Background: an optimization exercise with open tools, aiming at small area, a short achievable clock period and few clock cycles per item. Do not read the settings as production practice. In this exercise RTL edits were held to simulation tests only and were not proved equivalent to the original.

[flow/design.v]
module bcc_block (
  input  wire         clk,
  input  wire         rst,           
  input  wire         in_valid,
  output wire         in_ready,
  input  wire         in_decrypt,    
  input  wire [4:0]   in_keylen,     
  input  wire [127:0] in_key,
  input  wire [63:0]  in_block,
  output wire         out_valid,
  input  wire         out_ready,
  output wire [63:0]  out_block
);
  function [7:0] add8(input [7:0] a, input [7:0] c);
    integer k;
    reg cy;
    begin
      cy = 1'b0;
      for (k = 0; k < 8; k = k + 1) begin
        add8[k] = a[k] ^ c[k] ^ cy;
        cy = (a[k] & c[k]) | (cy & (a[k] | c[k]));
      end
    end
  endfunction
  reg        v0;
  reg        d0;
  reg [63:0] x0;
  reg [63:0] k0;
  reg        v1;
  reg        d1;
  reg [63:0] x1;
  reg [63:0] k1;
  reg        v2;
  reg        d2;
  reg [63:0] x2;
  reg [63:0] k2;
  reg        v3;
  reg        d3;
  reg [63:0] x3;
  reg [63:0] k3;
  wire stall = v3 & ~out_ready;
  assign in_ready  = ~stall;
  assign out_valid = v3;
  reg [63:0] ek;
  always @* begin
    ek[7:0] = in_key[7:0];
    case (in_keylen)
      5'd1: ek[15:8] = in_key[7:0];
      default: ek[15:8] = in_key[15:8];
    endcase
    case (in_keylen)
      5'd1, 5'd2: ek[23:16] = in_key[7:0];
      default: ek[23:16] = in_key[23:16];
    endcase
    case (in_keylen)
      5'd1, 5'd3: ek[31:24] = in_key[7:0];
      5'd2: ek[31:24] = in_key[15:8];
      default: ek[31:24] = in_key[31:24];
    endcase
    case (in_keylen)
      5'd1, 5'd2, 5'd4: ek[39:32] = in_key[7:0];
      5'd3: ek[39:32] = in_key[15:8];
      default: ek[39:32] = in_key[39:32];
    endcase
    case (in_keylen)
      5'd1, 5'd5: ek[47:40] = in_key[7:0];
      5'd2, 5'd4: ek[47:40] = in_key[15:8];
      5'd3: ek[47:40] = in_key[23:16];
      default: ek[47:40] = in_key[47:40];
    endcase
    case (in_keylen)
      5'd1, 5'd2, 5'd3, 5'd6: ek[55:48] = in_key[7:0];
      5'd5: ek[55:48] = in_key[15:8];
      5'd4: ek[55:48] = in_key[23:16];
      default: ek[55:48] = in_key[55:48];
    endcase
    case (in_keylen)
      5'd1, 5'd7: ek[63:56] = in_key[7:0];
      5'd2, 5'd3, 5'd6: ek[63:56] = in_key[15:8];
      5'd5: ek[63:56] = in_key[23:16];
      5'd4: ek[63:56] = in_key[31:24];
      default: ek[63:56] = in_key[63:56];
    endcase
  end
  wire [63:0] kb;
  assign kb[7:0] = ek[7:0];
  assign kb[15:8] = add8(ek[15:8], 8'd1);
  assign kb[23:16] = add8(ek[23:16], 8'd4);
  assign kb[31:24] = add8(ek[31:24], 8'd9);
  assign kb[39:32] = add8(ek[39:32], 8'd16);
  assign kb[47:40] = add8(ek[47:40], 8'd25);
  assign kb[55:48] = add8(ek[55:48], 8'd36);
  assign kb[63:56] = add8(ek[63:56], 8'd49);
  wire [63:0] w1;
  assign w1[7:0] = in_block[7:0] ^ kb[7:0];
  assign w1[15:8] = in_block[15:8] ^ kb[15:8];
  assign w1[23:16] = in_block[23:16] ^ kb[23:16];
  assign w1[31:24] = in_block[31:24] ^ kb[31:24];
  assign w1[39:32] = in_block[39:32] ^ kb[39:32];
  assign w1[47:40] = in_block[47:40] ^ kb[47:40];
  assign w1[55:48] = in_block[55:48] ^ kb[55:48];
  assign w1[63:56] = in_block[63:56] ^ kb[63:56];
  wire [63:0] w2;
  assign w2[7:0] = add8(w1[7:0], 8'd0);
  assign w2[15:8] = add8(w1[15:8], 8'd1);
  assign w2[23:16] = add8(w1[23:16], 8'd4);
  assign w2[31:24] = add8(w1[31:24], 8'd9);
  assign w2[39:32] = add8(w1[39:32], 8'd16);
  assign w2[47:40] = add8(w1[47:40], 8'd25);
  assign w2[55:48] = add8(w1[55:48], 8'd36);
  assign w2[63:56] = add8(w1[63:56], 8'd49);
  wire [63:0] u3;
  wire [7:0] p4 = in_block[63:56];
  assign u3[7:0] = {p4[0:0], p4[7:1]};
  wire [7:0] p5 = (in_block[7:0] ^ in_block[63:56]);
  assign u3[15:8] = {p5[1:0], p5[7:2]};
  wire [7:0] p6 = (in_block[55:48] ^ in_block[7:0]);
  assign u3[23:16] = {p6[2:0], p6[7:3]};
  wire [7:0] p7 = (in_block[15:8] ^ in_block[55:48]);
  assign u3[31:24] = {p7[3:0], p7[7:4]};
  wire [7:0] p8 = (in_block[47:40] ^ in_block[15:8]);
  assign u3[39:32] = {p8[4:0], p8[7:5]};
  wire [7:0] p9 = (in_block[23:16] ^ in_block[47:40]);
  assign u3[47:40] = {p9[5:0], p9[7:6]};
  wire [7:0] p10 = (in_block[39:32] ^ in_block[23:16]);
  assign u3[55:48] = {p10[6:0], p10[7:7]};
  wire [7:0] p11 = (in_block[31:24] ^ in_block[39:32]);
  assign u3[63:56] = p11;
  wire [63:0] x12 = in_decrypt ? u3 : w2;
  always @(posedge clk) begin
    if (rst) v0 <= 1'b0;
    else if (~stall) v0 <= in_valid;
    if (~stall) begin
      d0 <= in_decrypt;
      x0 <= x12;
      k0 <= kb;
    end
  end
  wire [7:0] y13 = x0[7:0];
  wire [7:0] r14 = {y13[6:0], y13[7:7]};
  wire [7:0] y15 = x0[15:8];
  wire [7:0] r16 = {y15[5:0], y15[7:6]};
  wire [7:0] y17 = x0[23:16];
  wire [7:0] r18 = {y17[4:0], y17[7:5]};
  wire [7:0] y19 = x0[31:24];
  wire [7:0] r20 = {y19[3:0], y19[7:4]};
  wire [7:0] y21 = x0[39:32];
  wire [7:0] r22 = {y21[2:0], y21[7:3]};
  wire [7:0] y23 = x0[47:40];
  wire [7:0] r24 = {y23[1:0], y23[7:2]};
  wire [7:0] y25 = x0[55:48];
  wire [7:0] r26 = {y25[0:0], y25[7:1]};
  wire [7:0] y27 = x0[63:56];
  wire [7:0] r28 = y27;
  wire [7:0] c29 = r14;
  wire [7:0] c30 = c29 ^ r16;
  wire [7:0] c31 = c30 ^ r18;
  wire [7:0] c32 = c31 ^ r20;
  wire [7:0] c33 = c32 ^ r22;
  wire [7:0] c34 = c33 ^ r24;
  wire [7:0] c35 = c34 ^ r26;
  wire [7:0] c36 = c35 ^ r28;
  wire [63:0] m37 = {c29, c31, c33, c35, c36, c34, c32, c30};
  wire [63:0] w38;
  assign w38[7:0] = add8(x0[7:0], 8'd228);
  assign w38[15:8] = add8(x0[15:8], 8'd227);
  assign w38[23:16] = add8(x0[23:16], 8'd224);
  assign w38[31:24] = add8(x0[31:24], 8'd219);
  assign w38[39:32] = add8(x0[39:32], 8'd212);
  assign w38[47:40] = add8(x0[47:40], 8'd203);
  assign w38[55:48] = add8(x0[55:48], 8'd192);
  assign w38[63:56] = add8(x0[63:56], 8'd179);
  wire [63:0] s39;
  assign s39[7:0] = add8(k0[7:0], (d0 ? 8'd4 : 8'd1));
  assign s39[15:8] = add8(k0[15:8], (d0 ? 8'd4 : 8'd1));
  assign s39[23:16] = add8(k0[23:16], (d0 ? 8'd4 : 8'd1));
  assign s39[31:24] = add8(k0[31:24], (d0 ? 8'd4 : 8'd1));
  assign s39[39:32] = add8(k0[39:32], (d0 ? 8'd4 : 8'd1));
  assign s39[47:40] = add8(k0[47:40], (d0 ? 8'd4 : 8'd1));
  assign s39[55:48] = add8(k0[55:48], (d0 ? 8'd4 : 8'd1));
  assign s39[63:56] = add8(k0[63:56], (d0 ? 8'd4 : 8'd1));
  wire [63:0] w40;
  assign w40[7:0] = m37[7:0] ^ s39[7:0];
  assign w40[15:8] = m37[15:8] ^ s39[15:8];
  assign w40[23:16] = m37[23:16] ^ s39[23:16];
  assign w40[31:24] = m37[31:24] ^ s39[31:24];
  assign w40[39:32] = m37[39:32] ^ s39[39:32];
  assign w40[47:40] = m37[47:40] ^ s39[47:40];
  assign w40[55:48] = m37[55:48] ^ s39[55:48];
  assign w40[63:56] = m37[63:56] ^ s39[63:56];
  wire [63:0] w41;
  assign w41[7:0] = w38[7:0] ^ s39[7:0];
  assign w41[15:8] = w38[15:8] ^ s39[15:8];
  assign w41[23:16] = w38[23:16] ^ s39[23:16];
  assign w41[31:24] = w38[31:24] ^ s39[31:24];
  assign w41[39:32] = w38[39:32] ^ s39[39:32];
  assign w41[47:40] = w38[47:40] ^ s39[47:40];
  assign w41[55:48] = w38[55:48] ^ s39[55:48];
  assign w41[63:56] = w38[63:56] ^ s39[63:56];
  wire [63:0] w42;
  assign w42[7:0] = add8(w40[7:0], 8'd7);
  assign w42[15:8] = add8(w40[15:8], 8'd8);
  assign w42[23:16] = add8(w40[23:16], 8'd11);
  assign w42[31:24] = add8(w40[31:24], 8'd16);
  assign w42[39:32] = add8(w40[39:32], 8'd23);
  assign w42[47:40] = add8(w40[47:40], 8'd32);
  assign w42[55:48] = add8(w40[55:48], 8'd43);
  assign w42[63:56] = add8(w40[63:56], 8'd56);
  wire [63:0] u43;
  wire [7:0] p44 = w41[63:56];
  assign u43[7:0] = {p44[0:0], p44[7:1]};
  wire [7:0] p45 = (w41[7:0] ^ w41[63:56]);
  assign u43[15:8] = {p45[1:0], p45[7:2]};
  wire [7:0] p46 = (w41[55:48] ^ w41[7:0]);
  assign u43[23:16] = {p46[2:0], p46[7:3]};
  wire [7:0] p47 = (w41[15:8] ^ w41[55:48]);
  assign u43[31:24] = {p47[3:0], p47[7:4]};
  wire [7:0] p48 = (w41[47:40] ^ w41[15:8]);
  assign u43[39:32] = {p48[4:0], p48[7:5]};
  wire [7:0] p49 = (w41[23:16] ^ w41[47:40]);
  assign u43[47:40] = {p49[5:0], p49[7:6]};
  wire [7:0] p50 = (w41[39:32] ^ w41[23:16]);
  assign u43[55:48] = {p50[6:0], p50[7:7]};
  wire [7:0] p51 = (w41[31:24] ^ w41[39:32]);
  assign u43[63:56] = p51;
  wire [7:0] y52 = w42[7:0];
  wire [7:0] r53 = {y52[6:0], y52[7:7]};
  wire [7:0] y54 = w42[15:8];
  wire [7:0] r55 = {y54[5:0], y54[7:6]};
  wire [7:0] y56 = w42[23:16];
  wire [7:0] r57 = {y56[4:0], y56[7:5]};
  wire [7:0] y58 = w42[31:24];
  wire [7:0] r59 = {y58[3:0], y58[7:4]};
  wire [7:0] y60 = w42[39:32];
  wire [7:0] r61 = {y60[2:0], y60[7:3]};
  wire [7:0] y62 = w42[47:40];
  wire [7:0] r63 = {y62[1:0], y62[7:2]};
  wire [7:0] y64 = w42[55:48];
  wire [7:0] r65 = {y64[0:0], y64[7:1]};
  wire [7:0] y66 = w42[63:56];
  wire [7:0] r67 = y66;
  wire [7:0] c68 = r53;
  wire [7:0] c69 = c68 ^ r55;
  wire [7:0] c70 = c69 ^ r57;
  wire [7:0] c71 = c70 ^ r59;
  wire [7:0] c72 = c71 ^ r61;
  wire [7:0] c73 = c72 ^ r63;
  wire [7:0] c74 = c73 ^ r65;
  wire [7:0] c75 = c74 ^ r67;
  wire [63:0] m76 = {c68, c70, c72, c74, c75, c73, c71, c69};
  wire [63:0] w77;
  assign w77[7:0] = add8(u43[7:0], 8'd235);
  assign w77[15:8] = add8(u43[15:8], 8'd234);
  assign w77[23:16] = add8(u43[23:16], 8'd231);
  assign w77[31:24] = add8(u43[31:24], 8'd226);
  assign w77[39:32] = add8(u43[39:32], 8'd219);
  assign w77[47:40] = add8(u43[47:40], 8'd210);
  assign w77[55:48] = add8(u43[55:48], 8'd199);
  assign w77[63:56] = add8(u43[63:56], 8'd186);
  wire [63:0] s78;
  assign s78[7:0] = add8(k0[7:0], (d0 ? 8'd3 : 8'd2));
  assign s78[15:8] = add8(k0[15:8], (d0 ? 8'd3 : 8'd2));
  assign s78[23:16] = add8(k0[23:16], (d0 ? 8'd3 : 8'd2));
  assign s78[31:24] = add8(k0[31:24], (d0 ? 8'd3 : 8'd2));
  assign s78[39:32] = add8(k0[39:32], (d0 ? 8'd3 : 8'd2));
  assign s78[47:40] = add8(k0[47:40], (d0 ? 8'd3 : 8'd2));
  assign s78[55:48] = add8(k0[55:48], (d0 ? 8'd3 : 8'd2));
  assign s78[63:56] = add8(k0[63:56], (d0 ? 8'd3 : 8'd2));
  wire [63:0] x79 = d0 ? w77 : m76;
  wire [63:0] w80;
  assign w80[7:0] = x79[7:0] ^ s78[7:0];
  assign w80[15:8] = x79[15:8] ^ s78[15:8];
  assign w80[23:16] = x79[23:16] ^ s78[23:16];
  assign w80[31:24] = x79[31:24] ^ s78[31:24];
  assign w80[39:32] = x79[39:32] ^ s78[39:32];
  assign w80[47:40] = x79[47:40] ^ s78[47:40];
  assign w80[55:48] = x79[55:48] ^ s78[55:48];
  assign w80[63:56] = x79[63:56] ^ s78[63:56];
  always @(posedge clk) begin
    if (rst) v1 <= 1'b0;
    else if (~stall) v1 <= v0;
    if (~stall) begin
      d1 <= d0;
      x1 <= w80;
      k1 <= k0;
    end
  end
  wire [63:0] w81;
  assign w81[7:0] = add8(x1[7:0], 8'd14);
  assign w81[15:8] = add8(x1[15:8], 8'd15);
  assign w81[23:16] = add8(x1[23:16], 8'd18);
  assign w81[31:24] = add8(x1[31:24], 8'd23);
  assign w81[39:32] = add8(x1[39:32], 8'd30);
  assign w81[47:40] = add8(x1[47:40], 8'd39);
  assign w81[55:48] = add8(x1[55:48], 8'd50);
  assign w81[63:56] = add8(x1[63:56], 8'd63);
  wire [63:0] u82;
  wire [7:0] p83 = x1[63:56];
  assign u82[7:0] = {p83[0:0], p83[7:1]};
  wire [7:0] p84 = (x1[7:0] ^ x1[63:56]);
  assign u82[15:8] = {p84[1:0], p84[7:2]};
  wire [7:0] p85 = (x1[55:48] ^ x1[7:0]);
  assign u82[23:16] = {p85[2:0], p85[7:3]};
  wire [7:0] p86 = (x1[15:8] ^ x1[55:48]);
  assign u82[31:24] = {p86[3:0], p86[7:4]};
  wire [7:0] p87 = (x1[47:40] ^ x1[15:8]);
  assign u82[39:32] = {p87[4:0], p87[7:5]};
  wire [7:0] p88 = (x1[23:16] ^ x1[47:40]);
  assign u82[47:40] = {p88[5:0], p88[7:6]};
  wire [7:0] p89 = (x1[39:32] ^ x1[23:16]);
  assign u82[55:48] = {p89[6:0], p89[7:7]};
  wire [7:0] p90 = (x1[31:24] ^ x1[39:32]);
  assign u82[63:56] = p90;
  wire [7:0] y91 = w81[7:0];
  wire [7:0] r92 = {y91[6:0], y91[7:7]};
  wire [7:0] y93 = w81[15:8];
  wire [7:0] r94 = {y93[5:0], y93[7:6]};
  wire [7:0] y95 = w81[23:16];
  wire [7:0] r96 = {y95[4:0], y95[7:5]};
  wire [7:0] y97 = w81[31:24];
  wire [7:0] r98 = {y97[3:0], y97[7:4]};
  wire [7:0] y99 = w81[39:32];
  wire [7:0] r100 = {y99[2:0], y99[7:3]};
  wire [7:0] y101 = w81[47:40];
  wire [7:0] r102 = {y101[1:0], y101[7:2]};
  wire [7:0] y103 = w81[55:48];
  wire [7:0] r104 = {y103[0:0], y103[7:1]};
  wire [7:0] y105 = w81[63:56];
  wire [7:0] r106 = y105;
  wire [7:0] c107 = r92;
  wire [7:0] c108 = c107 ^ r94;
  wire [7:0] c109 = c108 ^ r96;
  wire [7:0] c110 = c109 ^ r98;
  wire [7:0] c111 = c110 ^ r100;
  wire [7:0] c112 = c111 ^ r102;
  wire [7:0] c113 = c112 ^ r104;
  wire [7:0] c114 = c113 ^ r106;
  wire [63:0] m115 = {c107, c109, c111, c113, c114, c112, c110, c108};
  wire [63:0] w116;
  assign w116[7:0] = add8(u82[7:0], 8'd242);
  assign w116[15:8] = add8(u82[15:8], 8'd241);
  assign w116[23:16] = add8(u82[23:16], 8'd238);
  assign w116[31:24] = add8(u82[31:24], 8'd233);
  assign w116[39:32] = add8(u82[39:32], 8'd226);
  assign w116[47:40] = add8(u82[47:40], 8'd217);
  assign w116[55:48] = add8(u82[55:48], 8'd206);
  assign w116[63:56] = add8(u82[63:56], 8'd193);
  wire [63:0] s117;
  assign s117[7:0] = add8(k1[7:0], (d1 ? 8'd2 : 8'd3));
  assign s117[15:8] = add8(k1[15:8], (d1 ? 8'd2 : 8'd3));
  assign s117[23:16] = add8(k1[23:16], (d1 ? 8'd2 : 8'd3));
  assign s117[31:24] = add8(k1[31:24], (d1 ? 8'd2 : 8'd3));
  assign s117[39:32] = add8(k1[39:32], (d1 ? 8'd2 : 8'd3));
  assign s117[47:40] = add8(k1[47:40], (d1 ? 8'd2 : 8'd3));
  assign s117[55:48] = add8(k1[55:48], (d1 ? 8'd2 : 8'd3));
  assign s117[63:56] = add8(k1[63:56], (d1 ? 8'd2 : 8'd3));
  wire [63:0] w118;
  assign w118[7:0] = m115[7:0] ^ s117[7:0];
  assign w118[15:8] = m115[15:8] ^ s117[15:8];
  assign w118[23:16] = m115[23:16] ^ s117[23:16];
  assign w118[31:24] = m115[31:24] ^ s117[31:24];
  assign w118[39:32] = m115[39:32] ^ s117[39:32];
  assign w118[47:40] = m115[47:40] ^ s117[47:40];
  assign w118[55:48] = m115[55:48] ^ s117[55:48];
  assign w118[63:56] = m115[63:56] ^ s117[63:56];
  wire [63:0] w119;
  assign w119[7:0] = w116[7:0] ^ s117[7:0];
  assign w119[15:8] = w116[15:8] ^ s117[15:8];
  assign w119[23:16] = w116[23:16] ^ s117[23:16];
  assign w119[31:24] = w116[31:24] ^ s117[31:24];
  assign w119[39:32] = w116[39:32] ^ s117[39:32];
  assign w119[47:40] = w116[47:40] ^ s117[47:40];
  assign w119[55:48] = w116[55:48] ^ s117[55:48];
  assign w119[63:56] = w116[63:56] ^ s117[63:56];
  wire [63:0] w120;
  assign w120[7:0] = add8(w118[7:0], 8'd21);
  assign w120[15:8] = add8(w118[15:8], 8'd22);
  assign w120[23:16] = add8(w118[23:16], 8'd25);
  assign w120[31:24] = add8(w118[31:24], 8'd30);
  assign w120[39:32] = add8(w118[39:32], 8'd37);
  assign w120[47:40] = add8(w118[47:40], 8'd46);
  assign w120[55:48] = add8(w118[55:48], 8'd57);
  assign w120[63:56] = add8(w118[63:56], 8'd70);
  wire [63:0] u121;
  wire [7:0] p122 = w119[63:56];
  assign u121[7:0] = {p122[0:0], p122[7:1]};
  wire [7:0] p123 = (w119[7:0] ^ w119[63:56]);
  assign u121[15:8] = {p123[1:0], p123[7:2]};
  wire [7:0] p124 = (w119[55:48] ^ w119[7:0]);
  assign u121[23:16] = {p124[2:0], p124[7:3]};
  wire [7:0] p125 = (w119[15:8] ^ w119[55:48]);
  assign u121[31:24] = {p125[3:0], p125[7:4]};
  wire [7:0] p126 = (w119[47:40] ^ w119[15:8]);
  assign u121[39:32] = {p126[4:0], p126[7:5]};
  wire [7:0] p127 = (w119[23:16] ^ w119[47:40]);
  assign u121[47:40] = {p127[5:0], p127[7:6]};
  wire [7:0] p128 = (w119[39:32] ^ w119[23:16]);
  assign u121[55:48] = {p128[6:0], p128[7:7]};
  wire [7:0] p129 = (w119[31:24] ^ w119[39:32]);
  assign u121[63:56] = p129;
  wire [63:0] x130 = d1 ? u121 : w120;
  always @(posedge clk) begin
    if (rst) v2 <= 1'b0;
    else if (~stall) v2 <= v1;
    if (~stall) begin
      d2 <= d1;
      x2 <= x130;
      k2 <= k1;
    end
  end
  wire [7:0] y131 = x2[7:0];
  wire [7:0] r132 = {y131[6:0], y131[7:7]};
  wire [7:0] y133 = x2[15:8];
  wire [7:0] r134 = {y133[5:0], y133[7:6]};
  wire [7:0] y135 = x2[23:16];
  wire [7:0] r136 = {y135[4:0], y135[7:5]};
  wire [7:0] y137 = x2[31:24];
  wire [7:0] r138 = {y137[3:0], y137[7:4]};
  wire [7:0] y139 = x2[39:32];
  wire [7:0] r140 = {y139[2:0], y139[7:3]};
  wire [7:0] y141 = x2[47:40];
  wire [7:0] r142 = {y141[1:0], y141[7:2]};
  wire [7:0] y143 = x2[55:48];
  wire [7:0] r144 = {y143[0:0], y143[7:1]};
  wire [7:0] y145 = x2[63:56];
  wire [7:0] r146 = y145;
  wire [7:0] c147 = r132;
  wire [7:0] c148 = c147 ^ r134;
  wire [7:0] c149 = c148 ^ r136;
  wire [7:0] c150 = c149 ^ r138;
  wire [7:0] c151 = c150 ^ r140;
  wire [7:0] c152 = c151 ^ r142;
  wire [7:0] c153 = c152 ^ r144;
  wire [7:0] c154 = c153 ^ r146;
  wire [63:0] m155 = {c147, c149, c151, c153, c154, c152, c150, c148};
  wire [63:0] w156;
  assign w156[7:0] = add8(x2[7:0], 8'd249);
  assign w156[15:8] = add8(x2[15:8], 8'd248);
  assign w156[23:16] = add8(x2[23:16], 8'd245);
  assign w156[31:24] = add8(x2[31:24], 8'd240);
  assign w156[39:32] = add8(x2[39:32], 8'd233);
  assign w156[47:40] = add8(x2[47:40], 8'd224);
  assign w156[55:48] = add8(x2[55:48], 8'd213);
  assign w156[63:56] = add8(x2[63:56], 8'd200);
  wire [63:0] s157;
  assign s157[7:0] = add8(k2[7:0], (d2 ? 8'd1 : 8'd4));
  assign s157[15:8] = add8(k2[15:8], (d2 ? 8'd1 : 8'd4));
  assign s157[23:16] = add8(k2[23:16], (d2 ? 8'd1 : 8'd4));
  assign s157[31:24] = add8(k2[31:24], (d2 ? 8'd1 : 8'd4));
  assign s157[39:32] = add8(k2[39:32], (d2 ? 8'd1 : 8'd4));
  assign s157[47:40] = add8(k2[47:40], (d2 ? 8'd1 : 8'd4));
  assign s157[55:48] = add8(k2[55:48], (d2 ? 8'd1 : 8'd4));
  assign s157[63:56] = add8(k2[63:56], (d2 ? 8'd1 : 8'd4));
  wire [63:0] w158;
  assign w158[7:0] = m155[7:0] ^ s157[7:0];
  assign w158[15:8] = m155[15:8] ^ s157[15:8];
  assign w158[23:16] = m155[23:16] ^ s157[23:16];
  assign w158[31:24] = m155[31:24] ^ s157[31:24];
  assign w158[39:32] = m155[39:32] ^ s157[39:32];
  assign w158[47:40] = m155[47:40] ^ s157[47:40];
  assign w158[55:48] = m155[55:48] ^ s157[55:48];
  assign w158[63:56] = m155[63:56] ^ s157[63:56];
  wire [63:0] w159;
  assign w159[7:0] = w156[7:0] ^ s157[7:0];
  assign w159[15:8] = w156[15:8] ^ s157[15:8];
  assign w159[23:16] = w156[23:16] ^ s157[23:16];
  assign w159[31:24] = w156[31:24] ^ s157[31:24];
  assign w159[39:32] = w156[39:32] ^ s157[39:32];
  assign w159[47:40] = w156[47:40] ^ s157[47:40];
  assign w159[55:48] = w156[55:48] ^ s157[55:48];
  assign w159[63:56] = w156[63:56] ^ s157[63:56];
  wire [63:0] w160;
  assign w160[7:0] = add8(w158[7:0], 8'd28);
  assign w160[15:8] = add8(w158[15:8], 8'd29);
  assign w160[23:16] = add8(w158[23:16], 8'd32);
  assign w160[31:24] = add8(w158[31:24], 8'd37);
  assign w160[39:32] = add8(w158[39:32], 8'd44);
  assign w160[47:40] = add8(w158[47:40], 8'd53);
  assign w160[55:48] = add8(w158[55:48], 8'd64);
  assign w160[63:56] = add8(w158[63:56], 8'd77);
  wire [63:0] u161;
  wire [7:0] p162 = w159[63:56];
  assign u161[7:0] = {p162[0:0], p162[7:1]};
  wire [7:0] p163 = (w159[7:0] ^ w159[63:56]);
  assign u161[15:8] = {p163[1:0], p163[7:2]};
  wire [7:0] p164 = (w159[55:48] ^ w159[7:0]);
  assign u161[23:16] = {p164[2:0], p164[7:3]};
  wire [7:0] p165 = (w159[15:8] ^ w159[55:48]);
  assign u161[31:24] = {p165[3:0], p165[7:4]};
  wire [7:0] p166 = (w159[47:40] ^ w159[15:8]);
  assign u161[39:32] = {p166[4:0], p166[7:5]};
  wire [7:0] p167 = (w159[23:16] ^ w159[47:40]);
  assign u161[47:40] = {p167[5:0], p167[7:6]};
  wire [7:0] p168 = (w159[39:32] ^ w159[23:16]);
  assign u161[55:48] = {p168[6:0], p168[7:7]};
  wire [7:0] p169 = (w159[31:24] ^ w159[39:32]);
  assign u161[63:56] = p169;
  wire [7:0] y170 = w160[7:0];
  wire [7:0] r171 = {y170[6:0], y170[7:7]};
  wire [7:0] y172 = w160[15:8];
  wire [7:0] r173 = {y172[5:0], y172[7:6]};
  wire [7:0] y174 = w160[23:16];
  wire [7:0] r175 = {y174[4:0], y174[7:5]};
  wire [7:0] y176 = w160[31:24];
  wire [7:0] r177 = {y176[3:0], y176[7:4]};
  wire [7:0] y178 = w160[39:32];
  wire [7:0] r179 = {y178[2:0], y178[7:3]};
  wire [7:0] y180 = w160[47:40];
  wire [7:0] r181 = {y180[1:0], y180[7:2]};
  wire [7:0] y182 = w160[55:48];
  wire [7:0] r183 = {y182[0:0], y182[7:1]};
  wire [7:0] y184 = w160[63:56];
  wire [7:0] r185 = y184;
  wire [7:0] c186 = r171;
  wire [7:0] c187 = c186 ^ r173;
  wire [7:0] c188 = c187 ^ r175;
  wire [7:0] c189 = c188 ^ r177;
  wire [7:0] c190 = c189 ^ r179;
  wire [7:0] c191 = c190 ^ r181;
  wire [7:0] c192 = c191 ^ r183;
  wire [7:0] c193 = c192 ^ r185;
  wire [63:0] m194 = {c186, c188, c190, c192, c193, c191, c189, c187};
  wire [63:0] w195;
  assign w195[7:0] = add8(u161[7:0], 8'd0);
  assign w195[15:8] = add8(u161[15:8], 8'd255);
  assign w195[23:16] = add8(u161[23:16], 8'd252);
  assign w195[31:24] = add8(u161[31:24], 8'd247);
  assign w195[39:32] = add8(u161[39:32], 8'd240);
  assign w195[47:40] = add8(u161[47:40], 8'd231);
  assign w195[55:48] = add8(u161[55:48], 8'd220);
  assign w195[63:56] = add8(u161[63:56], 8'd207);
  wire [63:0] w196;
  assign w196[7:0] = w195[7:0] ^ k2[7:0];
  assign w196[15:8] = w195[15:8] ^ k2[15:8];
  assign w196[23:16] = w195[23:16] ^ k2[23:16];
  assign w196[31:24] = w195[31:24] ^ k2[31:24];
  assign w196[39:32] = w195[39:32] ^ k2[39:32];
  assign w196[47:40] = w195[47:40] ^ k2[47:40];
  assign w196[55:48] = w195[55:48] ^ k2[55:48];
  assign w196[63:56] = w195[63:56] ^ k2[63:56];
  wire [63:0] o197 = d2 ? w196 : m194;
  always @(posedge clk) begin
    if (rst) v3 <= 1'b0;
    else if (~stall) v3 <= v2;
    if (~stall) begin
      d3 <= d2;
      x3 <= o197;
      k3 <= k2;
    end
  end
  assign out_block = x3;
endmodule
[flow/run.sh]
#!/bin/bash
# synth_recipe.tcl (not shown) runs the flow's synth.tcl, then flattens the netlist and writes it again
# the make line also repeats each setting of config.mk as NAME=value (left out here)
make -C /OpenROAD-flow-scripts/flow DESIGN_CONFIG=/design/flow/config.mk WORK_HOME=/design/flow/orfs CLKGATE_MAP_FILE= SYNTH_SCRIPT=/design/flow/synth_recipe.tcl finish
[flow/config.mk]
export PLATFORM = sky130hd
export DESIGN_NAME = bcc_block
export DESIGN_NICKNAME = bcc_block
export VERILOG_FILES = /design/flow/design.v
export SDC_FILE = /design/flow/constraint.sdc
export NUM_CORES = 4
export LEC_CHECK = 0
export CAP_MARGIN = 20
export CORE_MARGIN = 2
export CORE_UTILIZATION = 40
export SETUP_SLACK_MARGIN = 5
export SLEW_MARGIN = 20
[flow/constraint.sdc]
create_clock -name core_clock -period 12.0 [get_ports {clk}]
set_input_delay 2.4000 -clock core_clock [delete_from_list [all_inputs] [get_ports {clk}]]
set_output_delay 2.4000 -clock core_clock [all_outputs]
set_load 0.01 [all_outputs]
==> impl_metrics.py, run 1 <==
metrics = {
    "status": {
        "status": "complete, no violations",
    },
    "timing": {
        "final_hold_viol_count": 0,
        "rsz0062_at_grt": "no",
        "slew_viol_final": 0,
        "fin_crit_sh_pct": 54.2,
        "setup_tns_ns": 0,
        "max_freq_ghz": 0.154,
        "min_period_ns": 6.50,
        "skew_ns": 0.0195,
        "fin_ws_ns": 5.50,
        "setup_violations": 0,
        "tightest_slew_ns": 1.23,
        "relSlewSlack_pct": 17.7,
    },
    "global_routing": {
        "grt_pass1_wl_um": 198000,
        "grtUsageTotal_pct": 28.2,
        "antenna_found_initial": 1,
        "gr-total-overflow": 0,
        "grt_start_max_net_pins": 171,
        "grt_pass1_vias": 26300,
    },
    "synthesis": {
        "synth_fp_nets": 4292,
        "yosysSeqAreaShare_pct": 34.5,
        "synth_cell_type_count": 55,
        "ys_ff_latch": 455,
        "async_reset_ff_share_pct": 0,
        "synth_top_cells_by_area": "edfxtp_1 34%, ha_1 20%, xnor2_1 19%",
        "avgSynthCellArea_um2": 11.4,
        "syn_area_um2": 39500,
        "yosysWarnings": 1,
        "synthFlopType": "edfxtp_1",
        "synth_top_area_share_pct": 34.3,
        "synth_cells": 3456,
        "yosys.area.top_type": "edfxtp_1",
        "synth_edf_count": 451,
    },
    "cts": {
        "clock_sinks": 455,
        "cts_tree": "yes",
        "cts_buffer_depth": 3,
        "h-tree-depth": 2,
        "root_buffer": "clkbuf_16",
        "holdBufCountCts": 0,
        "clk_latency_ns": 0.63,
        "cts_buffers": 52,
        "path_clk_slew_ns": 0.06,
    },
    "place": {
        "dp_slack_ns": 4.71,
        "place_congestion": 1.02,
        "port_buffers": 203,
        "place_hpwl_um": 125000,
        "place_area_um2": 43000,
    },
    "setup_path": {
        "r2r_cells": 26,
        "critPathRequiredTime_ns": 12.34,
        "timing.rr.start": "x1[1]$_DFFE_PN_",
        "critPathMaxFanout": 15,
        "r2r_end": "x2[39]$_DFFE_PN_",
        "crit_path_start_kind": "input port",
        "path_class": "in2reg",
        "r2r_setup_slack_ns": 5.78,
        "critPathArrivalTime_ns": 6.84,
        "worstSetupEndpointType": "flip-flop",
    },
    "final_layout": {
        "diodes": 0,
        "area_delta_synth_final_pct": 13.5,
        "final_layout_size_suffix_gt1_share_pct": 4.38,
        "seq_area_um2": 13600,
        "final_common_cell": "xnor2_1",
        "nNetsFinal": 4493,
        "fin_area_um2": 44800,
        "multi_input_area_um2": 24300,
        "fill_cells": 9323,
        "mostFrequentLayoutCells": "848 x xnor2_1, 618 x ha_1, 451 x edfxtp_1, 367 x xor2_1, 332 x inv_1",
    },
    "floorplan": {
        "ios": 268,
        "fp.dieH_um": 318,
        "die_x_um": 318,
        "coreArea_um2": 98100,
        "dieArea_um2": 101000,
        "rows": 115,
        "start_util_pct": 40.2,
    },
    "detailed_routing": {
        "wl_per_cell_um": 28.7,
        "routed_via_density": 5.05,
        "drc": 0,
        "first_pass_iters": 12,
        "vias": 25200,
        "drtIter0Drc": 1699,
        "wl_um": 143000,
        "ant_nets": 0,
    },
    "min_path": {
        "hold_end": "v3$_SDFFE_PP0N_",
        "worstHoldStart": "v2$_SDFFE_PP0N_",
        "hold_depth": 2,
        "hold_class": "reg2reg",
    },
    "flow_run": {
        "maxCapViolCount": 0,
    },
}
[cells by family after synthesis]
kind of cell | after synthesis | synth area share (%)
fa+ha+maj | 634 | 20.4
simple gates | 304 | 3.09
flops | 455 | 34.5
xor+xnor | 1306 | 32.1
compound gates | 270 | 4.01
buf+inv | 413 | 3.96
mux | 74 | 1.97
[synthesized netlist by cell type (all sizes together) (3+ instances only)]
cell type and count:
xor3 18, and2 4, inv 334, a21oi 111, o21ai 99, xnor2 858, mux2i 45, xor2 369
a22oi 16, nor2 127, ha 618, nand3 6, nand2 145, mux2 29, dfxtp 4, and3 7
edfxtp 451, a222oi 27, nor3 3, a22o 3, buf 15, clkbuf 64, xnor3 61, fa 16
[worst max path at each step]
stage	startpoint	to	slack, ns
finish	in_keylen[0]	x0[47]$_DFFE_PN_	5.50
global route	in_keylen[0]	x0[47]$_DFFE_PN_	5.16
global placement	in_keylen[0]	x0[47]$_DFFE_PN_	4.81
CTS	in_keylen[0]	x0[47]$_DFFE_PN_	5.38
floorplan	out_ready	in_ready	5.20
detailed placement	in_keylen[0]	x0[47]$_DFFE_PN_	4.71
[registers in the layout, summed over array words and instances, names as in the netlist]
signal  count
k0         64
k1         64
k2         64
x0         64
x1         64
x2         64
x3         64
d0          1
d1          1
d2          1
v0          1
v1          1
v2          1
v3          1
[worst max-delay path, cell delays in order]
cell             delay [ns]
clkdlybuf4s50_1        0.60
or3_1                  0.50
nand3_1                0.32
nand2b_1               0.35
o21ai_0                0.56
inv_1                  0.10
ha_1                   0.22
ha_1                   0.19
inv_1                  0.05
ha_1                   0.13
ha_1                   0.13
inv_1                  0.04
ha_1                   0.18
ha_1                   0.33
xor2_1                 0.17
ha_1                   0.20
xor2_1                 0.15
xnor2_1                0.15
mux2i_1                0.08
[repair_timing]
item                                    CTS  global route
hold endpoints to repair                  0             0
gates resized for setup                   0             1
buffers inserted                          0             0
endpoints found under the setup margin    0             1
[cell type report]
cell class                      instances  area share (%)
Clock inverter                         36           0.949
Sequential cell                       455            30.4
Tap cell                             1287            3.59
Multi-Input combinational cell       2588            54.2
Clock buffer                           60            3.07
Timing Repair Buffer                  226            4.96
Inverter                              334            2.80
[through the flow]
step,util (%),std cells,hold slack (ns)
after detailed placement,43.8,4889,0.443
after CTS,45.6,4985,0.452
after global routing,45.7,4986,0.468
final,45.7,4986,0.449
after floorplan,-,3456,0.419
after global placement,43.8,4889,0.435
[per-layer routing]
layer  wire length (um)  track usage [%]  part of all wire [%]
met1              54700             31.3                    38
met2              69700             49.6                    49
met3               4680             2.52                   3.3
met4              13900             22.5                   9.7
met5                 11            0.142                0.0077
Testbench counts, summed over its fixed seeds: cycles 1,632, items 1,600.
==> inputs of run 2 (changes only) <==
==> flow/flow/run.sh (new file) <==
#!/bin/bash
bash standard.sh SETUP_SLACK_MARGIN=6.7 finish > flow_make.log 2>&1
==> flow/standard.sh (new file) <==
#!/bin/bash
# synth_recipe.tcl (not shown) runs the flow's synth.tcl, then flattens the netlist and writes it again
# the make line also repeats each setting of config.mk as NAME=value (left out here)
make -C /OpenROAD-flow-scripts/flow DESIGN_CONFIG=/design/flow/config.mk WORK_HOME=/design/flow/orfs CLKGATE_MAP_FILE= SYNTH_SCRIPT=/design/flow/synth_recipe.tcl "${@:-finish}"
--- a/flow/config.mk
+++ b/flow/config.mk
@@ -8,5 +8,4 @@
 export CAP_MARGIN = 20
 export CORE_MARGIN = 2
 export CORE_UTILIZATION = 40
-export SETUP_SLACK_MARGIN = 5
 export SLEW_MARGIN = 20
removed: flow/run.sh
==> run 2 against run 1 <==
  * Still clean on timing, DRC and antenna
  * Synthesized cell count did not move
  * Setup slack improved by 1.2 ns
  * Critical path depth did not move
  * Fmax rose by 22%
==> impl_metrics.py, run 2 <==
metrics = {
    "detailed_routing": {
        "ant_nets": 0,
        "wl_um": 145000,
        "drtIter0Drc": 2140,
        "first_pass_iters": 9,
        "vias": 25900,
        "routed_via_density": 5.16,
        "wl_per_cell_um": 28.8,
        "drc": 0,
    },
    "timing": {
        "tightest_slew_ns": 1.15,
        "fin_crit_sh_pct": 44.3,
        "skew_ns": 0.0302,
        "setup_tns_ns": 0,
        "rsz0062_at_grt": "yes",
        "setup_violations": 0,
        "fin_ws_ns": 6.69,
        "min_period_ns": 5.31,
        "relSlewSlack_pct": 23.4,
        "final_hold_viol_count": 0,
        "max_freq_ghz": 0.188,
        "slew_viol_final": 0,
    },
    "min_path": {
        "worstHoldStart": "k1[17]$_DFFE_PN_",
        "hold_depth": 0,
        "hold_class": "reg2reg",
        "hold_end": "k2[17]$_DFFE_PN_",
    },
    "final_layout": {
        "final_layout_size_suffix_gt1_share_pct": 9.64,
        "nNetsFinal": 4541,
        "final_common_cell": "xnor2_1",
        "area_delta_synth_final_pct": 17.1,
        "diodes": 0,
        "stdcell_count": 5030,
        "mostFrequentLayoutCells": "807 x xnor2_1, 578 x ha_1, 451 x edfxtp_1, 351 x xor2_1, 328 x inv_1",
        "final_core_util_pct": 47.1,
        "fill_cells": 9165,
    },
    "cts": {
        "h-tree-depth": 2,
        "cts_buffers": 52,
        "cts_buffer_depth": 3,
        "clk_latency_ns": 0.62,
        "root_buffer": "clkbuf_16",
        "path_clk_slew_ns": 0.06,
        "clock_sinks": 455,
        "cts_tree": "yes",
    },
    "status": {
        "status": "complete, no violations",
    },
    "place": {
        "placed_cells": 4887,
        "place_congestion": 1.02,
        "place_hpwl_um": 124000,
        "port_buffers": 203,
        "dp_slack_ns": 4.93,
    },
    "synthesis": {
        "ys_ff_latch": 455,
        "avgSynthCellArea_um2": 11.4,
        "synth_top_area_share_pct": 34.3,
        "synth_most_common_cell": "xnor2_1",
        "synth_top_cells_by_area": "edfxtp_1 34%, ha_1 20%, xnor2_1 19%",
        "synthFlopType": "edfxtp_1",
        "yosys.area.top_type": "edfxtp_1",
        "yosysWarnings": 1,
        "yosysSeqAreaShare_pct": 34.5,
        "async_reset_ff_share_pct": 0,
        "synth_fp_nets": 4292,
        "synth_edf_count": 451,
        "synth_cells": 3456,
        "syn_area_um2": 39500,
        "synth_common_cells": "848 x xnor2_1, 618 x ha_1, 451 x edfxtp_1",
        "synth_cell_type_count": 55,
    },
    "global_routing": {
        "grt_pass1_vias": 26600,
        "grt_use_met2_pct": 48.0,
        "grtUsageMet3_pct": 2.79,
        "grt_start_max_net_pins": 85,
        "gr-total-overflow": 0,
        "top_usage_layer": "met2",
        "grt_pass1_wl_um": 198000,
        "grtUsageMet1_pct": 32.4,
        "antenna_found_initial": 1,
        "grtUsageTotal_pct": 28.3,
    },
    "setup_path": {
        "critPathSlowestCell": "xnor2_1",
        "critPathTopFamily": "adder cells",
        "slowest_delay_ns": 0.51,
        "crit_path_start_kind": "flip-flop",
        "critPathMaxFanout": 44,
        "r2r_setup_slack_ns": 6.69,
        "crit_chain": "buf_12, inv_2, buf_12, ha_1, ha_1, fa_1, ha_1, ha_1, ha_1, ha_1, xnor2_1, ha_1, xnor2_2, xor2_1, xnor3_2, xnor2_2, xnor2_1, o21ai_0, xor2_1",
        "r2r_cells": 19,
        "timing.rr.start": "d0$_DFFE_PN_",
        "r2r_end": "x1[25]$_DFFE_PN_",
        "critPathRequiredTime_ns": 12.35,
        "path_common_cell": "ha_1",
        "critPathArrivalTime_ns": 5.66,
        "worstSetupEndpointType": "flip-flop",
        "path_buf_inv": 3,
        "path_class": "reg2reg",
    },
    "floorplan": {
        "dieArea_um2": 101000,
        "start_util_pct": 40.2,
        "die_x_um": 318,
        "coreArea_um2": 98100,
        "ios": 268,
        "rows": 115,
        "fp.dieH_um": 318,
    },
    "flow_run": {
        "maxCapViolCount": 0,
    },
}
[run 2: worst reg2reg max path, delay by kind of cell (launching register included)]
kind            cells  cell delay, ns
compound gates      1            0.14
xor+xnor            7            1.92
fa+ha+maj           8            2.14
buf+inv             3            0.50
flops               1            0.37
[run 2: per-layer routing]
metal	share of wire, %	vias up
li1	-	12200
met1	38	12300
met2	47	1000
met3	4.1	430
met4	10	0
met5	0	-
[run 2: kinds of logic after synthesis]
group | count (synthesis) | synth area share [%]
fa+ha+maj | 634 | 20.4
mux | 74 | 1.97
compound gates | 270 | 4.01
buf+inv | 413 | 3.96
xor+xnor | 1306 | 32.1
simple gates | 304 | 3.09
flops | 455 | 34.5
[run 2: how the worst max path moves through the flow]
| stage | slack (ns) | cells after the start | from | endpoint |
|---|---|---|---|---|
| 6_report | 6.69 | 19 | d0$_DFFE_PN_ | x1[25]$_DFFE_PN_ |
| 5_1_grt | 6.53 | 19 | d0$_DFFE_PN_ | x1[25]$_DFFE_PN_ |
| 4_1_cts | 6.63 | 3 | out_ready | in_ready |
| 3_5_place_dp | 4.93 | 20 | in_keylen[0] | x0[47]$_DFFE_PN_ |
| 3_3_place_gp | 4.99 | 20 | in_keylen[0] | x0[47]$_DFFE_PN_ |
| 2_1_floorplan | 5.92 | 2 | out_ready | in_ready |
[run 2: layout make-up]
cell class,instances,area [um2],area share [%]
Inverter,334,1250,2.71
Multi-Input combinational cell,2590,25400,55.0
Clock inverter,32,287,0.620
Tap cell,1287,1610,3.48
Clock buffer,60,1350,2.93
Timing Repair Buffer,272,2670,5.78
Sequential cell,455,13600,29.5
[run 2: repair_timing]
| action | 4_1_cts | 5_1_grt |
|---|---|---|
| buffers inserted | 23 | 23 |
| endpoints found under the setup margin | 174 | 131 |
| cloned | 4 | 1 |
| pin swaps | 10 | 34 |
| gates resized for setup | 107 | 80 |
| hold buffers | 0 | 0 |
[run 2: metrics by stage]
step                hold slack (ns)  cell area, um2
floorplan                     0.419           40000
global placement              0.437           43400
CTS                           0.457           45700
detailed placement            0.440           43400
global route                  0.469           46200
finish                        0.455           46200
==> inputs of run 3 (changes only) <==
==> flow/flow/run.sh (replaced) <==
#!/bin/bash
bash standard.sh SETUP_SLACK_MARGIN=6.0 finish > flow_make.log 2>&1
==> run 3 against run 2 <==
  * Sequential share of layout area is 0.80 points higher
  * Via count is 3.1% lower
  * Synthesized cell count stayed put
  * Critical path depth is 16 lower
  * Worst hold slack better by 0.0021 ns
  * Highest routed layer unchanged
  * Clock skew is 0.011 ns lower
  * Utilization is 1.2 points lower
  * Setup slack worse by 0.59 ns
  * Clock-buffer cell count is 1 lower
==> impl_metrics.py, run 3 <==
metrics = {
    "floorplan": {
        "fp.dieH_um": 318,
        "rows": 115,
        "dieArea_um2": 101000,
        "ios": 268,
        "die_x_um": 318,
        "start_util_pct": 40.2,
        "coreArea_um2": 98100,
    },
    "cts": {
        "path_clk_slew_ns": 0.06,
        "cts_tree": "yes",
        "cts_buffer_depth": 3,
        "clock_sinks": 455,
        "clk_latency_ns": 0.65,
        "h-tree-depth": 2,
        "root_buffer": "clkbuf_16",
        "cts_buffers": 53,
    },
    "final_layout": {
        "nNetsFinal": 4498,
        "stdcell_count": 4999,
        "multi_input_area_um2": 24400,
        "fill_cells": 9262,
        "final_layout_size_suffix_gt1_share_pct": 5.05,
        "area_delta_synth_final_pct": 14.0,
        "final_common_cell": "xnor2_1",
        "mostFrequentLayoutCells": "838 x xnor2_1, 618 x ha_1, 451 x edfxtp_1, 364 x xor2_1, 332 x inv_1",
        "final_core_util_pct": 45.9,
        "seq_area_um2": 13600,
    },
    "synthesis": {
        "yosysSeqAreaShare_pct": 34.5,
        "syn_area_um2": 39500,
        "synth_common_cells": "848 x xnor2_1, 618 x ha_1, 451 x edfxtp_1",
        "synth_cell_type_count": 55,
        "async_reset_ff_share_pct": 0,
        "synth_top_cells_by_area": "edfxtp_1 34%, ha_1 20%, xnor2_1 19%",
        "synth_cells": 3456,
        "synthFlopType": "edfxtp_1",
        "ys_ff_latch": 455,
        "avgSynthCellArea_um2": 11.4,
        "synth_fp_nets": 4292,
        "synth_top_area_share_pct": 34.3,
        "yosys.area.top_type": "edfxtp_1",
        "synth_edf_count": 451,
        "synth_most_common_cell": "xnor2_1",
        "yosysWarnings": 1,
    },
    "setup_path": {
        "worstSetupEndpointType": "output pin",
        "critPathArrivalTime_ns": 3.50,
        "path_class": "in2out",
        "crit_path_start_kind": "input port",
        "critPathMaxFanout": 7,
        "critPathRequiredTime_ns": 9.60,
    },
    "timing": {
        "relSlewSlack_pct": 23.9,
        "timing.hold.ws_ns": 0.458,
        "fin_crit_sh_pct": 49.2,
        "min_period_ns": 5.90,
        "fin_ws_ns": 6.10,
        "max_freq_ghz": 0.169,
        "tightest_slew_ns": 1.14,
        "setup_violations": 0,
        "final_hold_viol_count": 0,
        "setup_tns_ns": 0,
        "rsz0062_at_grt": "yes",
        "slew_viol_final": 0,
        "skew_ns": 0.0196,
    },
    "detailed_routing": {
        "wl_per_cell_um": 29.4,
        "drtIter0Drc": 1718,
        "routed_via_density": 5.02,
        "ant_nets": 0,
        "first_pass_iters": 7,
        "vias": 25100,
        "drc": 0,
        "wl_um": 147000,
    },
    "global_routing": {
        "antenna_found_initial": 0,
        "grt_start_max_net_pins": 111,
        "grt_pass1_wl_um": 201000,
        "gr-total-overflow": 0,
        "grtUsageMet1_pct": 30.8,
        "grtUsageMet3_pct": 2.59,
        "top_usage_layer": "met2",
        "grtUsageTotal_pct": 28.9,
        "grt_pass1_vias": 26100,
        "grt_use_met2_pct": 51.9,
    },
    "place": {
        "placed_cells": 4891,
        "place_hpwl_um": 129000,
        "place_congestion": 0.993,
        "dp_slack_ns": 4.80,
        "port_buffers": 203,
    },
    "flow_run": {
        "maxCapViolCount": 0,
    },
    "status": {
        "status": "complete, no violations",
    },
    "min_path": {
        "hold_class": "reg2reg",
    },
}
## run 3: cell counts after synthesis
Identical to the previous run, type by type.
## run 3: layout make-up
type / instances / share of cell area, %
diodes: 6 / 0.0334
clock buffers: 59 / 3.04
clock inverters: 40 / 0.962
inverters: 334 / 2.79
multi-input cells: 2588 / 54.3
flip-flops and latches: 455 / 30.3
well taps: 1287 / 3.58
repair buffers: 230 / 5.02
## run 3: cell families (layout without fill, tap and decap cells)
family | Yosys count | in the layout | synth area share (%)
xor+xnor | 1306 | 1306 | 32.1
fa+ha+maj | 634 | 634 | 20.4
flops | 455 | 455 | 34.5
buf+inv | 413 | 663 | 3.96
simple gates | 304 | 304 | 3.09
compound gates | 270 | 270 | 4.01
mux | 74 | 74 | 1.97
other cells | 0 | 6 | 0
## run 3: path summary, 6_finish.rpt
kind,slack [ns],cells past startpoint,from,endpoint
worst max-delay path,6.10,3,out_ready,in_ready
worst min register to register,0.46,2,v2$_SDFFE_PP0N_,v3$_SDFFE_PP0N_
worst max register to register,6.11,18,x1[1]$_DFFE_PN_,x2[31]$_DFFE_PN_
worst min-delay path,0.46,2,v2$_SDFFE_PP0N_,v3$_SDFFE_PP0N_
## run 3: through the flow
stage | area, um2
5_1_grt | 45000
3_3_place_gp | 43000
3_5_place_dp | 43000
6_report | 45000
2_1_floorplan | 39500
4_1_cts | 44900
## run 3: layer usage
| metal | share of wire (%) | vias to the layer above |
|---|---|---|
| li1 | - | 12100 |
| met1 | 37 | 11800 |
| met2 | 49 | 857 |
| met3 | 3.4 | 379 |
| met4 | 10 | 0 |
| met5 | 0 | - |
## run 3: critical path, stage by stage
cell,delay (ns)
clkdlybuf4s50_1,0.46
nand2b_4,0.31
dlygate4sd2_1,0.31
## run 3: repair_timing
item | in CTS | in global routing
buffers inserted | 3 | 0
gates resized for setup | 15 | 21
pin swaps | 0 | 1
hold buffers | 0 | 0
setup endpoints to repair | 25 | 18
hold endpoints to repair | 0 | 0
==> inputs of run 4 (changes only) <==
==> flow/flow/run.sh (replaced) <==
#!/bin/bash
bash standard.sh "BUFFER_PORTS_ARGS=-buffer_cell sky130_fd_sc_hd__buf_1" SETUP_SLACK_MARGIN=6.7 finish > flow_make.log 2>&1
--- a/flow/config.mk
+++ b/flow/config.mk
@@ -7,5 +7,5 @@
 export LEC_CHECK = 0
 export CAP_MARGIN = 20
 export CORE_MARGIN = 2
-export CORE_UTILIZATION = 40
+export CORE_UTILIZATION = 70
 export SLEW_MARGIN = 20
==> run 4 against run 3 <==
  * Die area down 42%
  * Non-clock buffer count increased by 29
  * Critical endpoint is now x0[15]$_DFFE_PN_
  * Cell count shrank 10%
==> impl_metrics.py, run 4 <==
metrics = {
    "status": {
        "status": "complete, no violations",
    },
    "place": {
        "port_buffers": 203,
        "place_hpwl_um": 116000,
        "place_congestion": 1.12,
        "dp_slack_ns": 5.20,
        "placed_cells": 4356,
    },
    "floorplan": {
        "coreArea_um2": 56100,
        "dieArea_um2": 58300,
        "ios": 268,
        "die_x_um": 241,
        "fp.dieH_um": 241,
        "rows": 87,
        "start_util_pct": 70.4,
    },
    "timing": {
        "rsz0062_at_grt": "yes",
        "max_freq_ghz": 0.186,
        "final_hold_viol_count": 0,
        "min_period_ns": 5.37,
        "tightest_slew_ns": 1.26,
        "setup_violations": 0,
        "relSlewSlack_pct": 15.9,
        "slew_viol_final": 0,
        "setup_tns_ns": 0,
        "fin_ws_ns": 6.63,
        "fin_crit_sh_pct": 44.7,
        "skew_ns": 0.0447,
    },
    "setup_path": {
        "critPathMaxFanout": 8,
        "critPathArrivalTime_ns": 5.70,
        "critPathSlowestCell": "mux2i_2",
        "worstSetupEndpointType": "flip-flop",
        "path_common_cell": "ha_1",
        "crit_chain": "buf_2, nor3_4, nand2_4, mux2i_2, inv_1, ha_4, ha_4, ha_1, ha_1, ha_1, ha_1, xor2_1, ha_2, xor2_1, xnor2_1, o21ai_0",
        "worst-path-stages": 16,
        "path_class": "in2reg",
        "crit_path_start_kind": "input port",
        "r2r_cells": 20,
        "critPathTopFamily": "adder cells",
        "slowest_delay_ns": 0.39,
        "critPathRequiredTime_ns": 12.33,
        "path_buf_inv": 2,
    },
    "cts": {
        "path_clk_slew_ns": 0.06,
        "clk_latency_ns": 0.64,
        "cts_buffers": 48,
        "clock_sinks": 455,
        "root_buffer": "clkbuf_16",
        "cts_tree": "yes",
        "holdBufCountCts": 0,
        "h-tree-depth": 2,
        "cts_buffer_depth": 3,
    },
    "final_layout": {
        "final_common_cell": "xnor2_1",
        "area_delta_synth_final_pct": 11.5,
        "nNetsFinal": 4525,
        "stdcell_count": 4485,
        "final_layout_size_suffix_gt1_share_pct": 8.90,
        "mostFrequentLayoutCells": "809 x xnor2_1, 582 x ha_1, 451 x edfxtp_1, 347 x xor2_1, 328 x inv_1",
    },
    "synthesis": {
        "yosysWarnings": 1,
        "synth_top_cells_by_area": "edfxtp_1 34%, ha_1 20%, xnor2_1 19%",
        "ys_ff_latch": 455,
        "synth_fp_nets": 4292,
        "yosysSeqAreaShare_pct": 34.5,
        "synth_most_common_cell": "xnor2_1",
        "synth_common_cells": "848 x xnor2_1, 618 x ha_1, 451 x edfxtp_1",
        "synth_cell_type_count": 55,
        "synth_top_area_share_pct": 34.3,
        "async_reset_ff_share_pct": 0,
        "synthFlopType": "edfxtp_1",
        "synth_edf_count": 451,
        "synth_cells": 3456,
        "avgSynthCellArea_um2": 11.4,
        "syn_area_um2": 39500,
        "yosys.area.top_type": "edfxtp_1",
    },
    "detailed_routing": {
        "wl_um": 145000,
        "first_pass_iters": 13,
        "routed_via_density": 6.41,
        "ant_nets": 0,
        "vias": 28800,
        "wl_per_cell_um": 32.4,
        "drtIter0Drc": 4018,
        "drc": 0,
    },
    "global_routing": {
        "grtUsageTotal_pct": 49.6,
        "gr-total-overflow": 0,
        "grt_start_max_net_pins": 122,
        "antenna_found_initial": 2,
        "grt_pass1_vias": 28100,
        "grt_pass1_wl_um": 197000,
    },
    "flow_run": {
        "maxCapViolCount": 0,
    },
    "min_path": {
        "hold_class": "reg2reg",
        "hold_depth": 0,
    },
}
## run 4: cell counts after synthesis
No cell type changed its count.
## run 4: logic make-up after synthesis
kind of cell	count (synthesis)	share of synthesized area (%)
and+or+nand+nor	304	3.09
AOI/OAI and AO/OA	270	4.01
DFF	455	34.5
xor gates and xnor gates	1306	32.1
adders and majority gates	634	20.4
muxes	74	1.97
buffers and inverters	413	3.96
## run 4: worst paths after layout
path | start | end | slack [ns]
max | in_keylen[4] | x0[15]$_DFFE_PN_ | 6.63
min | k1[41]$_DFFE_PN_ | k2[41]$_DFFE_PN_ | 0.46
max reg2reg | d0$_DFFE_PN_ | x1[31]$_DFFE_PN_ | 6.80
min reg2reg | k1[41]$_DFFE_PN_ | k2[41]$_DFFE_PN_ | 0.46
## run 4: area by class of cell
cell class	instances	area (um2)
sequential	455	13600
inverter	334	1260
fill	3521	12100
clock inverter	29	290
timing repair buffer	259	1310
multi-input combinational	2591	25300
antenna	8	20.0
clock buffer	53	1220
tap	756	946
## run 4: metal layers
metal  global-route usage, %  vias to the layer above  share of wire (%)  wire (um)
met2                    75.8                     2202                 44      64000
li1                        -                    12200                  -          -
met3                    13.4                      747                 12      17100
met4                    47.0                        0                 12      17100
met5                   0.253                        -                  0          0
met1                    56.4                    13600                 32      47200
## run 4: through the flow
step | utilization [%] | instance area [um2] | hold slack [ns]
final | 78.5 | 44000 | 0.459
after global placement | 73.9 | 41400 | 0.439
after floorplan | - | 40000 | 0.419
after global routing | 78.4 | 44000 | 0.480
after CTS | 77.2 | 43300 | 0.459
after detailed placement | 73.9 | 41400 | 0.446
## run 4: repair_timing
action | in CTS | in global routing
buffers inserted | 6 | 27
gates cloned | 2 | 4
gates resized for setup | 51 | 79
endpoints found under the hold margin | 0 | 0
pin swaps | 4 | 26
setup endpoints to repair | 65 | 39
==> inputs of run 5 (changes only) <==
--- a/flow/config.mk
+++ b/flow/config.mk
@@ -8,4 +8,5 @@
 export CAP_MARGIN = 20
 export CORE_MARGIN = 2
 export CORE_UTILIZATION = 70
+export CTS_BUF_LIST = sky130_fd_sc_hd__clkbuf_4 sky130_fd_sc_hd__clkbuf_8
 export SLEW_MARGIN = 20
==> run 5 against run 4 <==
  * First-iteration DRC count grew 7.6%
  * Still clean on timing, DRC and antenna
  * Cell count grew 1.2%
  * Critical path type is now reg2reg
  * Routed wire length grew 0.42%
  * Worst hold slack worse by 0.0039 ns
==> impl_metrics.py, run 5 <==
metrics = {
    "setup_path": {
        "r2r_end": "x1[39]$_DFFE_PN_",
        "worstSetupEndpointType": "flip-flop",
        "r2r_setup_slack_ns": 6.72,
        "path_class": "reg2reg",
        "critPathMaxFanout": 22,
        "crit_path_start_kind": "flip-flop",
        "critPathRequiredTime_ns": 12.45,
        "r2r_cells": 25,
        "critPathArrivalTime_ns": 5.73,
        "timing.rr.start": "d0$_DFFE_PN_",
    },
    "synthesis": {
        "ys_ff_latch": 455,
        "synth_cell_type_count": 55,
        "synth_mux_area_share_pct": 1.97,
        "yosys.area_share.simple_pct": 3.09,
        "synth_common_cells": "848 x xnor2_1, 618 x ha_1, 451 x edfxtp_1",
        "synth_top_area_share_pct": 34.3,
        "yosys.area.top_type": "edfxtp_1",
        "synth_most_common_cell": "xnor2_1",
        "synth_top_family_by_area": "XOR/XNOR gates",
        "synth-compound-area-share_pct": 4.01,
        "synth_cells": 3456,
        "synth_top_cells_by_area": "edfxtp_1 34%, ha_1 20%, xnor2_1 19%",
        "yosysWarnings": 1,
        "syn_area_um2": 39500,
        "yosysSeqAreaShare_pct": 34.5,
        "synth-adder-area-share_pct": 20.4,
        "avgSynthCellArea_um2": 11.4,
        "synth_fp_nets": 4292,
        "async_reset_ff_share_pct": 0,
        "synthXorXnorAreaFrac_pct": 32.1,
        "synthFlopType": "edfxtp_1",
        "synth_edf_count": 451,
    },
    "timing": {
        "tightest_slew_ns": 1.19,
        "final_hold_viol_count": 0,
        "setup_tns_ns": 0,
        "slew_viol_final": 0,
        "timing.hold.ws_ns": 0.455,
        "relSlewSlack_pct": 20.0,
        "rsz0062_at_grt": "yes",
        "skew_ns": 0.0637,
        "max_freq_ghz": 0.189,
        "fin_crit_sh_pct": 44.0,
        "setup_violations": 0,
        "min_period_ns": 5.28,
    },
    "floorplan": {
        "die_x_um": 241,
        "rows": 87,
        "ios": 268,
        "coreArea_um2": 56100,
        "start_util_pct": 70.4,
        "dieArea_um2": 58300,
        "fp.dieH_um": 241,
    },
    "cts": {
        "cts_buffers": 75,
        "clk_latency_ns": 0.72,
        "clock_sinks": 455,
        "h-tree-depth": 3,
        "cts_tree": "yes",
        "root_buffer": "clkbuf_8",
        "path_clk_slew_ns": 0.06,
        "cts_buffer_depth": 3,
    },
    "global_routing": {
        "grtUsageTotal_pct": 50.0,
        "grt_pass1_wl_um": 197000,
        "grt_start_max_net_pins": 122,
        "grt_pass1_vias": 28300,
        "antenna_found_initial": 8,
        "gr-total-overflow": 0,
    },
    "final_layout": {
        "area_delta_synth_final_pct": 11.5,
        "stdcell_count": 4537,
        "mostFrequentLayoutCells": "812 x xnor2_1, 583 x ha_1, 451 x edfxtp_1, 348 x xor2_1, 329 x inv_1",
        "final_common_cell": "xnor2_1",
        "nNetsFinal": 4552,
        "final_core_util_pct": 78.5,
        "final_layout_size_suffix_gt1_share_pct": 9.83,
        "fill_cells": 3519,
    },
    "place": {
        "place_congestion": 1.12,
        "placed_cells": 4356,
        "place_hpwl_um": 116000,
        "port_buffers": 203,
    },
    "min_path": {
        "hold_class": "reg2reg",
        "worstHoldStart": "k1[40]$_DFFE_PN_",
        "hold_end": "k2[40]$_DFFE_PN_",
        "hold_depth": 0,
    },
    "detailed_routing": {
        "drc": 0,
        "vias": 29000,
        "wl_um": 146000,
        "first_pass_iters": 11,
        "wl_per_cell_um": 32.2,
        "routed_via_density": 6.38,
        "drtIter0Drc": 4323,
        "ant_nets": 0,
    },
    "status": {
        "status": "complete, no violations",
    },
    "flow_run": {
        "maxCapViolCount": 0,
    },
}
==> run 5: layer usage <==
metal / global-route usage [%] / part of all wire (%) / vias to the layer above
met4: 49.4 / 12 / 6
met1: 57.1 / 33 / 13700
met2: 75.4 / 43 / 2245
li1: - / - / 12200
met5: 0.253 / 0.028 / -
met3: 12.9 / 11 / 809
==> run 5: area by class of cell <==
cell class | count | area (um2) | area share, %
Multi-Input combinational cell | 2590 | 25300 | 57.4
Clock inverter | 45 | 458 | 1.04
Timing Repair Buffer | 260 | 1310 | 2.97
Inverter | 334 | 1250 | 2.85
Antenna cell | 7 | 17.5 | 0.0398
Sequential cell | 455 | 13600 | 30.9
Tap cell | 756 | 946 | 2.15
Clock buffer | 90 | 1140 | 2.60
==> run 5: cell families after synthesis <==
logic type / count (synthesis)
adder cells (fa/ha/maj): 634
AND/OR/NAND/NOR: 304
XOR/XNOR: 1306
flip-flops: 455
AO/OA/AOI/OAI: 270
multiplexers: 74
buffers and inverters: 413
==> run 5: metrics by stage <==
step	worst slack, ns	cell area, um2
after floorplan	5.92	40000
after global placement	5.39	41400
after detailed placement	5.20	41400
after CTS	6.58	43300
after global routing	6.61	44000
final	6.72	44000
==> run 5: repair_timing <==
item,in CTS,in global routing
endpoints found under the setup margin,62,35
hold buffers,0,0
buffers inserted,5,29
cloned,2,2
pin swaps,3,21
resized for setup,42,70
==> run 5: how the worst max path moves through the flow <==
stage | from | to | slack, ns | cells past startpoint
2_1_floorplan | out_ready | in_ready | 5.92 | 2
3_3_place_gp | in_keylen[0] | x0[47]$_DFFE_PN_ | 5.39 | 20
3_5_place_dp | in_keylen[0] | x0[47]$_DFFE_PN_ | 5.20 | 20
4_1_cts | in_keylen[2] | x0[47]$_DFFE_PN_ | 6.58 | 20
5_1_grt | in_keylen[0] | x0[47]$_DFFE_PN_ | 6.61 | 20
6_report | d0$_DFFE_PN_ | x1[39]$_DFFE_PN_ | 6.72 | 25
==> run 5: critical path, stage by stage (launching register included) <==
cell and delay (ns):
edfxtp_1 0.40, buf_12 0.20, inv_2 0.11, buf_12 0.18, ha_1 0.22, ha_1 0.20
fa_1 0.36, ha_1 0.19, ha_1 0.18, ha_1 0.32, xor2_1 0.65, xnor2_1 0.20
ha_1 0.22, inv_1 0.05, ha_1 0.14, inv_1 0.04, ha_1 0.17, ha_1 0.18
inv_1 0.07, ha_1 0.14, inv_1 0.05, ha_1 0.19, xnor2_1 0.17, nor2_1 0.05
a21oi_1 0.17, xnor2_1 0.08

-- what the ideal ports hide --
Ports are ideal in the flow. The routed layouts listed here were re-timed in OpenROAD. Step 1 sets driving cells, clkbuf_16 on the clock port and buf_2 on the other inputs (assumed; they add their load-dependent delay and slew). Step 2 times the ports against the registers' clock, not the clock port: input delays grow and output delays shrink by t, the midpoint of the rising clock arrivals with the driver on. Three values: no drivers, after step 1, after step 2; two values: the first two.
run	shift t [ns]	setup slack, ns	worst data-port slew with drivers (ns)
run 1	0.689	5.498 / 5.542 / 4.853	0.07
run 2	0.674	6.686 / 6.686 / 6.121	0.05
run 3	0.710	6.097 / 6.072 / 5.585	0.06
run 4	0.684	6.634 / 6.666 / 5.982	0.06
run 5	0.754	6.722 / 6.697 / 6.024	0.07
After both steps every run listed still meets setup and hold. The setup slack of run 5, which loses most, moves by -0.025 ns with the drivers and by -0.698 ns with both steps.
